This design comes from an exercise in tuning for small area, a short achievable clock period and few clock cycles per item on the open sky130 flow, not from production work.
Function was checked by simulation only, so behaviour that the tests miss may differ from the original.

==> inputs of run C <==
==> flow/design.v (excerpt) <==
module tbc_arith (
    input  wire        clk,
    input  wire        rst,
    input  wire        start,
    input  wire [31:0] cmd,
    input  wire [31:0] arg0,
    input  wire [31:0] arg1,
    input  wire [31:0] arg2,
    input  wire [31:0] arg3,
    input  wire [31:0] arg4,
    output reg         busy,
    output reg         done,
    output reg  [3:0]  err,
    output reg  [31:0] res0,
    output reg  [31:0] res1,
    output reg  [31:0] res2,
    output reg  [31:0] res3,
    output reg  [31:0] res4,
    output reg  [31:0] res5,
    output reg  [31:0] budget_us
);
    localparam [3:0] E_NONE = 4'd0, E_ILLEGAL = 4'd1, E_RANGE = 4'd2,
                     E_VALIDATION = 4'd3, E_DIV0 = 4'd4;
    localparam [1:0] OP_STEP = 2'd0, OP_M2U = 2'd1, OP_U2M = 2'd2, OP_SET = 2'd3;
    function [4:0] f_t;
        input [7:0] p;
        begin
            case (p)
            8'd0: f_t = 5'd0;
            8'd1: f_t = 5'd0;
            8'd2: f_t = 5'd0;
            8'd3: f_t = 5'd0;
            8'd4: f_t = 5'd0;
            8'd5: f_t = 5'd1;
            8'd6: f_t = 5'd1;
            8'd7: f_t = 5'd1;
            8'd8: f_t = 5'd1;
            8'd9: f_t = 5'd1;
            8'd10: f_t = 5'd1;
            8'd11: f_t = 5'd1;
            8'd12: f_t = 5'd1;
            8'd13: f_t = 5'd2;
            8'd14: f_t = 5'd2;
            8'd15: f_t = 5'd2;
            8'd16: f_t = 5'd2;
            8'd17: f_t = 5'd2;
            8'd18: f_t = 5'd2;
            8'd19: f_t = 5'd2;
            8'd20: f_t = 5'd2;
            8'd21: f_t = 5'd3;
            8'd22: f_t = 5'd3;
            8'd23: f_t = 5'd3;
            8'd24: f_t = 5'd3;
            8'd25: f_t = 5'd3;
            8'd26: f_t = 5'd3;
            8'd27: f_t = 5'd3;
            8'd28: f_t = 5'd3;
            8'd29: f_t = 5'd3;
            8'd30: f_t = 5'd4;
            8'd31: f_t = 5'd4;
            8'd32: f_t = 5'd4;
            8'd33: f_t = 5'd4;
            8'd34: f_t = 5'd4;
            8'd35: f_t = 5'd4;
            8'd36: f_t = 5'd4;
            8'd37: f_t = 5'd4;
            8'd38: f_t = 5'd5;
            8'd39: f_t = 5'd5;
            8'd40: f_t = 5'd5;
            8'd41: f_t = 5'd5;
            8'd42: f_t = 5'd5;
            8'd43: f_t = 5'd5;
  ...
clock: 25.0 ns
lec_check: 0
cap_margin: 20
core_margin: 2
core_utilization: 30
slew_margin: 20
standard.sh (not shown) runs the stock make flow with config.mk's settings and CLKGATE_MAP_FILE= SYNTH_SCRIPT=/design/flow/synth_recipe.tcl, a recipe that flattens the netlist after the stock synthesis.
==> flow/flow/run.sh <==
#!/bin/bash
# Layout: the standard ORFS flow (standard synthesis, same SDC), with
# - the timing repair steps asked to leave a setup margin, so that they size
#   the critical paths for a period below the constraint's;
# - every input and output port still buffered, with a plain buf_1 cell.
# Make's output goes to flow_make.log here; each ORFS step keeps its own log
# under orfs/logs/.
set -euo pipefail
export BUFFER_PORTS_ARGS="-buffer_cell sky130_fd_sc_hd__buf_1"
bash standard.sh SETUP_SLACK_MARGIN=12 finish > flow_make.log 2>&1
==> run F: changes against run C <==
--- a/flow/design.v
+++ b/flow/design.v
@@ -378,58 +378,30 @@
             4'hB:       p_in = {arg0[14:8] + 7'd1, 1'b0};
             4'hD:       p_in = arg0[15:8];
             default:    p_in = arg0[7:0];
         endcase
     end
     wire [19:0] mp_in = f_mp(p_in);
-    wire [16:0] dt_in = f_dec(cmd[3] ? arg1[15:0] : arg0[15:0]);
-    wire [16:0] st_pre_dec = dt_in;
+    wire [16:0] dt_in = f_dec(arg0[15:0]);
+    wire [16:0] st_pre_dec = f_dec(arg1[15:0]);
     wire [16:0] st_fin_dec = f_dec(arg1[31:16]);
     wire [15:0] st_pre_sub = s_in[6] ? st_pre_dec[15:0] : 16'd0;
     wire [16:0] st_fin_mc  = {1'b0, st_fin_dec[15:0]} - {1'b0, st_pre_sub};
     wire        st_range   = (arg0[15:8] >= 8'd127) || (arg0[23:16] >= 8'd127) ||
                              st_pre_dec[16] || st_fin_dec[16] || st_fin_mc[16];
     wire        en_tcc = s_in[4], en_msrc = s_in[3], en_dss = s_in[2],
                 en_pre = s_in[6], en_fin = s_in[7];
-    reg  [12:0] k_tot;
+    reg  [11:0] k_steps;
     always @* begin
-        case ({en_fin, en_pre, en_dss, en_msrc, en_tcc})
-            5'd0: k_tot = 13'd2870;
-            5'd1: k_tot = 13'd3460;
-            5'd2: k_tot = 13'd3530;
-            5'd3: k_tot = 13'd4120;
-            5'd4: k_tot = 13'd4250;
-            5'd5: k_tot = 13'd4840;
-            5'd6: k_tot = 13'd4250;
-            5'd7: k_tot = 13'd4840;
-            5'd8: k_tot = 13'd3530;
-            5'd9: k_tot = 13'd4120;
-            5'd10: k_tot = 13'd4190;
-            5'd11: k_tot = 13'd4780;
-            5'd12: k_tot = 13'd4910;
-            5'd13: k_tot = 13'd5500;
-            5'd14: k_tot = 13'd4910;
-            5'd15: k_tot = 13'd5500;
-            5'd16: k_tot = 13'd3420;
-            5'd17: k_tot = 13'd4010;
-            5'd18: k_tot = 13'd4080;
-            5'd19: k_tot = 13'd4670;
-            5'd20: k_tot = 13'd4800;
-            5'd21: k_tot = 13'd5390;
-            5'd22: k_tot = 13'd4800;
-            5'd23: k_tot = 13'd5390;
-            5'd24: k_tot = 13'd4080;
-            5'd25: k_tot = 13'd4670;
-            5'd26: k_tot = 13'd4740;
-            5'd27: k_tot = 13'd5330;
-            5'd28: k_tot = 13'd5460;
-            5'd29: k_tot = 13'd6050;
-            5'd30: k_tot = 13'd5460;
-            5'd31: k_tot = 13'd6050;
-        endcase
+        k_steps = 12'd0;
+        if (en_tcc) k_steps = k_steps + 12'd590;
+        if (en_dss) k_steps = k_steps + 12'd1380;
+        else if (en_msrc) k_steps = k_steps + 12'd660;
+        if (en_pre) k_steps = k_steps + 12'd660;
     end
+    wire [12:0] k_tot = {1'b0, k_steps} + (en_fin ? 13'd3420 : 13'd2870);
     wire [34:0] sum_in = (en_tcc ? {3'd0, arg1} : 35'd0)
                        + (en_dss ? {2'd0, arg1, 1'b0} : en_msrc ? {3'd0, arg1} : 35'd0)
                        + (en_pre ? {3'd0, arg2} : 35'd0)
                        + (en_fin ? {3'd0, arg3} : 35'd0)
                        + {22'd0, k_tot};
     wire        srl_s    = arg0[31];
@@ -461,13 +433,13 @@
         i_res0 = 32'd0; i_op = OP_STEP;
         if (c_dec) begin
             if (arg0[31:16] != 16'd0 || dt_in[16]) i_err = E_RANGE;
             else begin i_w0 = 1'b1; i_res0 = {16'd0, dt_in[15:0]}; end
         end else if (c_enc) begin
             if (arg0[31:16] != 16'd0) i_err = E_RANGE;
-            else begin i_w0 = 1'b1; i_res0 = {16'd0, enc_out}; end
+            else begin i_w0 = 1'b1; i_res0 = {16'd0, f_enc(arg0[15:0])}; end
         end else if (c_macro) begin
             if (arg0[31:8] != 24'd0) i_err = E_RANGE;
             else begin i_w0 = 1'b1; i_res0 = {12'd0, mp_in}; end
         end else if (c_m2u) begin
             i_op = OP_M2U;
             if (arg1[31:8] != 24'd0) i_err = E_RANGE;
@@ -530,34 +502,15 @@
     reg [NX-1:0] nx;        
     reg [19:0] rr;          
     reg [3:0]  dcnt;        
     wire [7:0]  st_pre_p  = {ra0[14:8] + 7'd1, 1'b0};
     wire [7:0]  st_fin_p  = {ra0[22:16] + 7'd1, 1'b0};
     wire [8:0]  st_msrc_m = {1'b0, ra0[31:24]} + 9'd1;
-    reg  [15:0] ma;
+    reg  [15:0] mul_a;
     reg  [25:0] mul_c;
-    wire [35:0] mul_y;
-    reg  [35:0] bo_sum;
-    reg  [21:0] bo_m;
-    reg         bo_neg, bo_one, bo_two;
-    reg  [2:0]  bo_d;
-    integer bi;
-    always @* begin
-        bo_sum = {10'd0, mul_c} + 36'hAAAC00000;
-        for (bi = 0; bi < 9; bi = bi + 1) begin
-            bo_d   = {(2*bi+1 < 16) ? ma[2*bi+1] : 1'b0, (2*bi < 16) ? ma[2*bi] : 1'b0,
-                      (bi == 0) ? 1'b0 : ma[2*bi-1]};
-            bo_neg = bo_d[2] && !(bo_d[1] && bo_d[0]);
-            bo_one = bo_d[1] ^ bo_d[0];
-            bo_two = (bo_d[2] && !bo_d[1] && !bo_d[0]) || (!bo_d[2] && bo_d[1] && bo_d[0]);
-            bo_m   = bo_one ? {2'd0, mp_r} : bo_two ? {1'b0, mp_r, 1'b0} : 22'd0;
-            if (bo_neg) bo_m = ~bo_m;
-            bo_sum = bo_sum + ({13'd0, ~bo_m[21], bo_m} << (2*bi)) + ({35'd0, bo_neg} << (2*bi));
-        end
-    end
-    assign mul_y = bo_sum;
+    wire [35:0] mul_y = mul_a * mp_r + {10'd0, mul_c};
     wire [37:0] dv   = f_div1000(y);
     wire [27:0] dv_q = dv[27:0];
     wire [9:0]  dv_r = dv[37:28];
     wire [34:0] fin_us_w = {3'd0, ra1} + {19'd0, ra3} + 35'd590 - ra2;   
     wire [31:0] u_w      = (op == OP_SET) ? fin_us_w[31:0] : ra0;
     wire [41:0] n_w      = {u_w, 10'd0} - {5'd0, u_w, 4'd0} - {7'd0, u_w, 3'd0} + {23'd0, mp_r[19:1]};
@@ -591,38 +544,39 @@
             if (!dtry[21]) begin rs = dtry[19:0]; qb[k] = 1'b1; end
             else begin rs = {rs[18:0], nx[NX - DB + k]}; qb[k] = 1'b0; end
         end
     end
     wire [31:0] qq_next = {qq[31-DB:0], qb};
     wire [32:0] set_fm = {1'b0, qq} + (ra0[6] ? {17'd0, ra3} : 33'd0);
-    wire [15:0] enc_out = f_enc(busy ? set_fm[15:0] : arg0[15:0]);
     wire [42:0] m2u_big = {qq[25:0], 16'd0} + {15'd0, nx[27:0]};
     reg        m_fin;
     reg [3:0]  m_err;
     reg [5:0]  m_wm;
     reg        m_wb;
     reg [31:0] m_res0, m_res1;
     always @* begin
         m_fin = 1'b0; m_err = E_NONE; m_wm = 6'd0; m_wb = 1'b0;
         m_res0 = 32'd0; m_res1 = 32'd0;
-        mul_c = 26'd500;
+        mul_a = ra0[15:0]; mul_c = 26'd500;
         case (op)
         OP_STEP: begin
             case (ph)
-            3'd1, 3'd2, 3'd3: ;
+            3'd1: mul_a = {7'd0, st_msrc_m};
+            3'd2: mul_a = ra1[15:0];
+            3'd3: mul_a = ra1[31:16];
             default: begin
                 m_fin = 1'b1; m_wm = 6'b111111;
                 m_res0 = {7'd0, st_msrc_m, st_fin_p, st_pre_p};
                 m_res1 = qq;
             end
             endcase
         end
         OP_M2U: begin
             case (ph)
             3'd1: begin
-                if (big) mul_c = 26'd0;
+                if (big) begin mul_a = ra0[31:16]; mul_c = 26'd0; end
             end
             3'd2: begin
                 if (!big) begin
                     m_fin = 1'b1; m_wm = 6'b000001; m_res0 = {4'd0, dv_q};
                 end else if (y >= 36'd65536000) begin
                     m_fin = 1'b1; m_err = E_RANGE;
@@ -648,13 +602,13 @@
                 else if (mp_r == 20'd0) begin m_fin = 1'b1; m_err = E_DIV0; end
             end else if (ph == 3'd3) begin
                 m_fin = 1'b1;
                 if (set_fm[32:16] != 17'd0) m_err = E_RANGE;
                 else begin
                     m_wm = 6'b001111; m_wb = 1'b1;
-                    m_res0 = {16'd0, enc_out};
+                    m_res0 = {16'd0, f_enc(set_fm[15:0])};
                     m_res1 = {16'd0, set_fm[15:0]};
                 end
             end
         end
         endcase
     end
@@ -695,25 +649,22 @@
             ra0 <= arg0;
             ra1 <= c_step ? {st_fin_mc[15:0], st_pre_dec[15:0]} : c_set ? arg4 : arg1;
             ra2 <= sum_in;
             ra3 <= arg3[15:0];
             mp_r <= mp_in;
             big <= arg0[31:16] != 16'd0;
-            ma <= c_step ? {7'd0, {1'b0, arg0[31:24]} + 9'd1} :
-                  (arg0[31:16] != 16'd0) ? arg0[31:16] : arg0[15:0];
         end else if (busy) begin
             ph <= ph + 3'd1;
             y <= mul_y;
             case (op)
             OP_STEP: begin
-                if (ph == 3'd1) ma <= ra1[15:0];
-                if (ph == 3'd2) begin qq <= {4'd0, dv_q}; mp_r <= f_mp(st_fin_p); ma <= ra1[31:16]; end
+                if (ph == 3'd2) begin qq <= {4'd0, dv_q}; mp_r <= f_mp(st_fin_p); end
                 if (ph == 3'd3) nx <= dv_q;
             end
             OP_M2U: begin
-                if (ph == 3'd2) begin qq <= {4'd0, dv_q}; nx <= dv_r; ma <= ra0[15:0]; end
+                if (ph == 3'd2) begin qq <= {4'd0, dv_q}; nx <= dv_r; end
                 if (ph == 3'd4) nx <= dv_q;
             end
             default: begin
                 if (ph == 3'd1) begin
                     if (op == OP_SET) ra2 <= fin_us_w;
                     nx <= nx0_w;
==> flow/run.sh (new file) <==
#!/bin/bash
# synth_recipe.tcl (not shown) runs the flow's synth.tcl, then flattens the netlist and writes it again
# the make line also repeats each setting of config.mk as NAME=value (left out here)
make -C /OpenROAD-flow-scripts/flow DESIGN_CONFIG=/design/flow/config.mk WORK_HOME=/design/flow/orfs CLKGATE_MAP_FILE= SYNTH_SCRIPT=/design/flow/synth_recipe.tcl finish
==> flow/config.mk (replaced) <==
export PLATFORM = sky130hd
export DESIGN_NAME = tbc_arith
export DESIGN_NICKNAME = tbc_arith
export VERILOG_FILES = /design/flow/design.v
export SDC_FILE = /design/flow/constraint.sdc
export NUM_CORES = 4
export LEC_CHECK = 0
export CAP_MARGIN = 20
export CORE_MARGIN = 2
export CORE_UTILIZATION = 60
export PLACE_DENSITY = 0.72
export SLEW_MARGIN = 20
removed: flow/flow/run.sh
removed: flow/standard.sh
==> run A: changes against run C <==
--- a/flow/design.v
+++ b/flow/design.v
@@ -387,49 +387,21 @@
     wire [15:0] st_pre_sub = s_in[6] ? st_pre_dec[15:0] : 16'd0;
     wire [16:0] st_fin_mc  = {1'b0, st_fin_dec[15:0]} - {1'b0, st_pre_sub};
     wire        st_range   = (arg0[15:8] >= 8'd127) || (arg0[23:16] >= 8'd127) ||
                              st_pre_dec[16] || st_fin_dec[16] || st_fin_mc[16];
     wire        en_tcc = s_in[4], en_msrc = s_in[3], en_dss = s_in[2],
                 en_pre = s_in[6], en_fin = s_in[7];
-    reg  [12:0] k_tot;
+    reg  [11:0] k_steps;
     always @* begin
-        case ({en_fin, en_pre, en_dss, en_msrc, en_tcc})
-            5'd0: k_tot = 13'd2870;
-            5'd1: k_tot = 13'd3460;
-            5'd2: k_tot = 13'd3530;
-            5'd3: k_tot = 13'd4120;
-            5'd4: k_tot = 13'd4250;
-            5'd5: k_tot = 13'd4840;
-            5'd6: k_tot = 13'd4250;
-            5'd7: k_tot = 13'd4840;
-            5'd8: k_tot = 13'd3530;
-            5'd9: k_tot = 13'd4120;
-            5'd10: k_tot = 13'd4190;
-            5'd11: k_tot = 13'd4780;
-            5'd12: k_tot = 13'd4910;
-            5'd13: k_tot = 13'd5500;
-            5'd14: k_tot = 13'd4910;
-            5'd15: k_tot = 13'd5500;
-            5'd16: k_tot = 13'd3420;
-            5'd17: k_tot = 13'd4010;
-            5'd18: k_tot = 13'd4080;
-            5'd19: k_tot = 13'd4670;
-            5'd20: k_tot = 13'd4800;
-            5'd21: k_tot = 13'd5390;
-            5'd22: k_tot = 13'd4800;
-            5'd23: k_tot = 13'd5390;
-            5'd24: k_tot = 13'd4080;
-            5'd25: k_tot = 13'd4670;
-            5'd26: k_tot = 13'd4740;
-            5'd27: k_tot = 13'd5330;
-            5'd28: k_tot = 13'd5460;
-            5'd29: k_tot = 13'd6050;
-            5'd30: k_tot = 13'd5460;
-            5'd31: k_tot = 13'd6050;
-        endcase
+        k_steps = 12'd0;
+        if (en_tcc) k_steps = k_steps + 12'd590;
+        if (en_dss) k_steps = k_steps + 12'd1380;
+        else if (en_msrc) k_steps = k_steps + 12'd660;
+        if (en_pre) k_steps = k_steps + 12'd660;
     end
+    wire [12:0] k_tot = {1'b0, k_steps} + (en_fin ? 13'd3420 : 13'd2870);
     wire [34:0] sum_in = (en_tcc ? {3'd0, arg1} : 35'd0)
                        + (en_dss ? {2'd0, arg1, 1'b0} : en_msrc ? {3'd0, arg1} : 35'd0)
                        + (en_pre ? {3'd0, arg2} : 35'd0)
                        + (en_fin ? {3'd0, arg3} : 35'd0)
                        + {22'd0, k_tot};
     wire        srl_s    = arg0[31];
@@ -530,34 +502,15 @@
     reg [NX-1:0] nx;        
     reg [19:0] rr;          
     reg [3:0]  dcnt;        
     wire [7:0]  st_pre_p  = {ra0[14:8] + 7'd1, 1'b0};
     wire [7:0]  st_fin_p  = {ra0[22:16] + 7'd1, 1'b0};
     wire [8:0]  st_msrc_m = {1'b0, ra0[31:24]} + 9'd1;
-    reg  [15:0] ma;
+    reg  [15:0] mul_a;
     reg  [25:0] mul_c;
-    wire [35:0] mul_y;
-    reg  [35:0] bo_sum;
-    reg  [21:0] bo_m;
-    reg         bo_neg, bo_one, bo_two;
-    reg  [2:0]  bo_d;
-    integer bi;
-    always @* begin
-        bo_sum = {10'd0, mul_c} + 36'hAAAC00000;
-        for (bi = 0; bi < 9; bi = bi + 1) begin
-            bo_d   = {(2*bi+1 < 16) ? ma[2*bi+1] : 1'b0, (2*bi < 16) ? ma[2*bi] : 1'b0,
-                      (bi == 0) ? 1'b0 : ma[2*bi-1]};
-            bo_neg = bo_d[2] && !(bo_d[1] && bo_d[0]);
-            bo_one = bo_d[1] ^ bo_d[0];
-            bo_two = (bo_d[2] && !bo_d[1] && !bo_d[0]) || (!bo_d[2] && bo_d[1] && bo_d[0]);
-            bo_m   = bo_one ? {2'd0, mp_r} : bo_two ? {1'b0, mp_r, 1'b0} : 22'd0;
-            if (bo_neg) bo_m = ~bo_m;
-            bo_sum = bo_sum + ({13'd0, ~bo_m[21], bo_m} << (2*bi)) + ({35'd0, bo_neg} << (2*bi));
-        end
-    end
-    assign mul_y = bo_sum;
+    wire [35:0] mul_y = mul_a * mp_r + {10'd0, mul_c};
     wire [37:0] dv   = f_div1000(y);
     wire [27:0] dv_q = dv[27:0];
     wire [9:0]  dv_r = dv[37:28];
     wire [34:0] fin_us_w = {3'd0, ra1} + {19'd0, ra3} + 35'd590 - ra2;   
     wire [31:0] u_w      = (op == OP_SET) ? fin_us_w[31:0] : ra0;
     wire [41:0] n_w      = {u_w, 10'd0} - {5'd0, u_w, 4'd0} - {7'd0, u_w, 3'd0} + {23'd0, mp_r[19:1]};
@@ -601,28 +554,30 @@
     reg [5:0]  m_wm;
     reg        m_wb;
     reg [31:0] m_res0, m_res1;
     always @* begin
         m_fin = 1'b0; m_err = E_NONE; m_wm = 6'd0; m_wb = 1'b0;
         m_res0 = 32'd0; m_res1 = 32'd0;
-        mul_c = 26'd500;
+        mul_a = ra0[15:0]; mul_c = 26'd500;
         case (op)
         OP_STEP: begin
             case (ph)
-            3'd1, 3'd2, 3'd3: ;
+            3'd1: mul_a = {7'd0, st_msrc_m};
+            3'd2: mul_a = ra1[15:0];
+            3'd3: mul_a = ra1[31:16];
             default: begin
                 m_fin = 1'b1; m_wm = 6'b111111;
                 m_res0 = {7'd0, st_msrc_m, st_fin_p, st_pre_p};
                 m_res1 = qq;
             end
             endcase
         end
         OP_M2U: begin
             case (ph)
             3'd1: begin
-                if (big) mul_c = 26'd0;
+                if (big) begin mul_a = ra0[31:16]; mul_c = 26'd0; end
             end
             3'd2: begin
                 if (!big) begin
                     m_fin = 1'b1; m_wm = 6'b000001; m_res0 = {4'd0, dv_q};
                 end else if (y >= 36'd65536000) begin
                     m_fin = 1'b1; m_err = E_RANGE;
@@ -695,25 +650,22 @@
             ra0 <= arg0;
             ra1 <= c_step ? {st_fin_mc[15:0], st_pre_dec[15:0]} : c_set ? arg4 : arg1;
             ra2 <= sum_in;
             ra3 <= arg3[15:0];
             mp_r <= mp_in;
             big <= arg0[31:16] != 16'd0;
-            ma <= c_step ? {7'd0, {1'b0, arg0[31:24]} + 9'd1} :
-                  (arg0[31:16] != 16'd0) ? arg0[31:16] : arg0[15:0];
         end else if (busy) begin
             ph <= ph + 3'd1;
             y <= mul_y;
             case (op)
             OP_STEP: begin
-                if (ph == 3'd1) ma <= ra1[15:0];
-                if (ph == 3'd2) begin qq <= {4'd0, dv_q}; mp_r <= f_mp(st_fin_p); ma <= ra1[31:16]; end
+                if (ph == 3'd2) begin qq <= {4'd0, dv_q}; mp_r <= f_mp(st_fin_p); end
                 if (ph == 3'd3) nx <= dv_q;
             end
             OP_M2U: begin
-                if (ph == 3'd2) begin qq <= {4'd0, dv_q}; nx <= dv_r; ma <= ra0[15:0]; end
+                if (ph == 3'd2) begin qq <= {4'd0, dv_q}; nx <= dv_r; end
                 if (ph == 3'd4) nx <= dv_q;
             end
             default: begin
                 if (ph == 3'd1) begin
                     if (op == OP_SET) ra2 <= fin_us_w;
                     nx <= nx0_w;
==> flow/flow/run.sh (replaced) <==
#!/bin/bash
# Layout: the standard ORFS flow (standard synthesis, same SDC), with the
# timing repair steps asked to leave a setup margin, so that they size the
# critical paths for a period below the constraint's. Make's output goes to
# flow_make.log here; each ORFS step keeps its own log under orfs/logs/.
set -euo pipefail
bash standard.sh SETUP_SLACK_MARGIN=12 finish > flow_make.log 2>&1
==> qor summary <==
metric                                                         run C       run F       run A
WS Path Type                                                  in2reg     reg2reg      in2reg
Count of cells along the worst register-to-register path          53          49          53
Ratio of cells with drive above 1 in the final layout          6.81%       5.34%       6.72%
Number of cells after detailed placement                      11,500      10,200      11,700
Crit-path max FO                                                  60          34          10
Clock buffers and inverters, area share                        2.87%       2.47%       2.51%
#FFs+latches synth                                               484         468         468
Die outline width                                             483 um      346 um      486 um
Final HPWL from detailed placement                            260 mm      239 mm      273 mm
Endpoint with the worst hold slack                          res3[16]     res3[2]    res1[20]
Worst setup timing slack at the placement stage             10.37 ns    10.85 ns    10.41 ns
Share of synthesized area spent on multiplexers                4.45%       4.15%       3.79%
Result of the run                           timing/DRC/antenna clean  timing/DRC/antenna clean  timing/DRC/antenna clean
Critical path depth in cells                                      29          49          26
Testbench counts of run C, summed over its fixed seeds: cycles 6,370, cmds 2,400.
Testbench counts of run F, summed over its fixed seeds: cycles 6,370, cmds 2,400.
Testbench counts of run A, summed over its fixed seeds: cycles 6,370, cmds 2,400.

re-timing with driven ports:
How much do the figures lean on ideal ports? The routed layouts below were timed once more, with nothing changed but the port constraints.
Step 1 (the two cells are an assumption about what drives the block):
set clk [get_ports {clk}]
set_driving_cell -lib_cell sky130_fd_sc_hd__clkbuf_16 $clk
set_driving_cell -lib_cell sky130_fd_sc_hd__buf_2 [delete_from_list [all_inputs] $clk]
Step 2 times the ports against the registers' clock, not the clock port: input delays grow and output delays shrink by t, the midpoint of the rising clock arrivals with the driver on.
a / b / c = ideal / step 1 / step 2; a / b = the first two.
| run | shift t [ns] | slack for setup (ns) | clock arrival spread, ns | worst register clock-pin slew, ns | pins driven straight from the clock port |
|---|---|---|---|---|---|
| run C | 0.804 | 12.388 / 12.468 / 11.664 | 0.101 / 0.101 | 0.07 / 0.07 | 1 |
| run F | 0.752 | 11.123 / 11.123 / 10.871 | 0.028 / 0.027 | 0.08 / 0.08 | 1 |
| run A | 0.788 | 12.446 / 12.503 / 11.715 | 0.059 / 0.059 | 0.07 / 0.07 | 1 |
After both steps every run listed still meets setup and hold. For run A, which loses most, drivers alone change the setup slack by +0.057 ns; drivers and shift together by -0.731 ns.
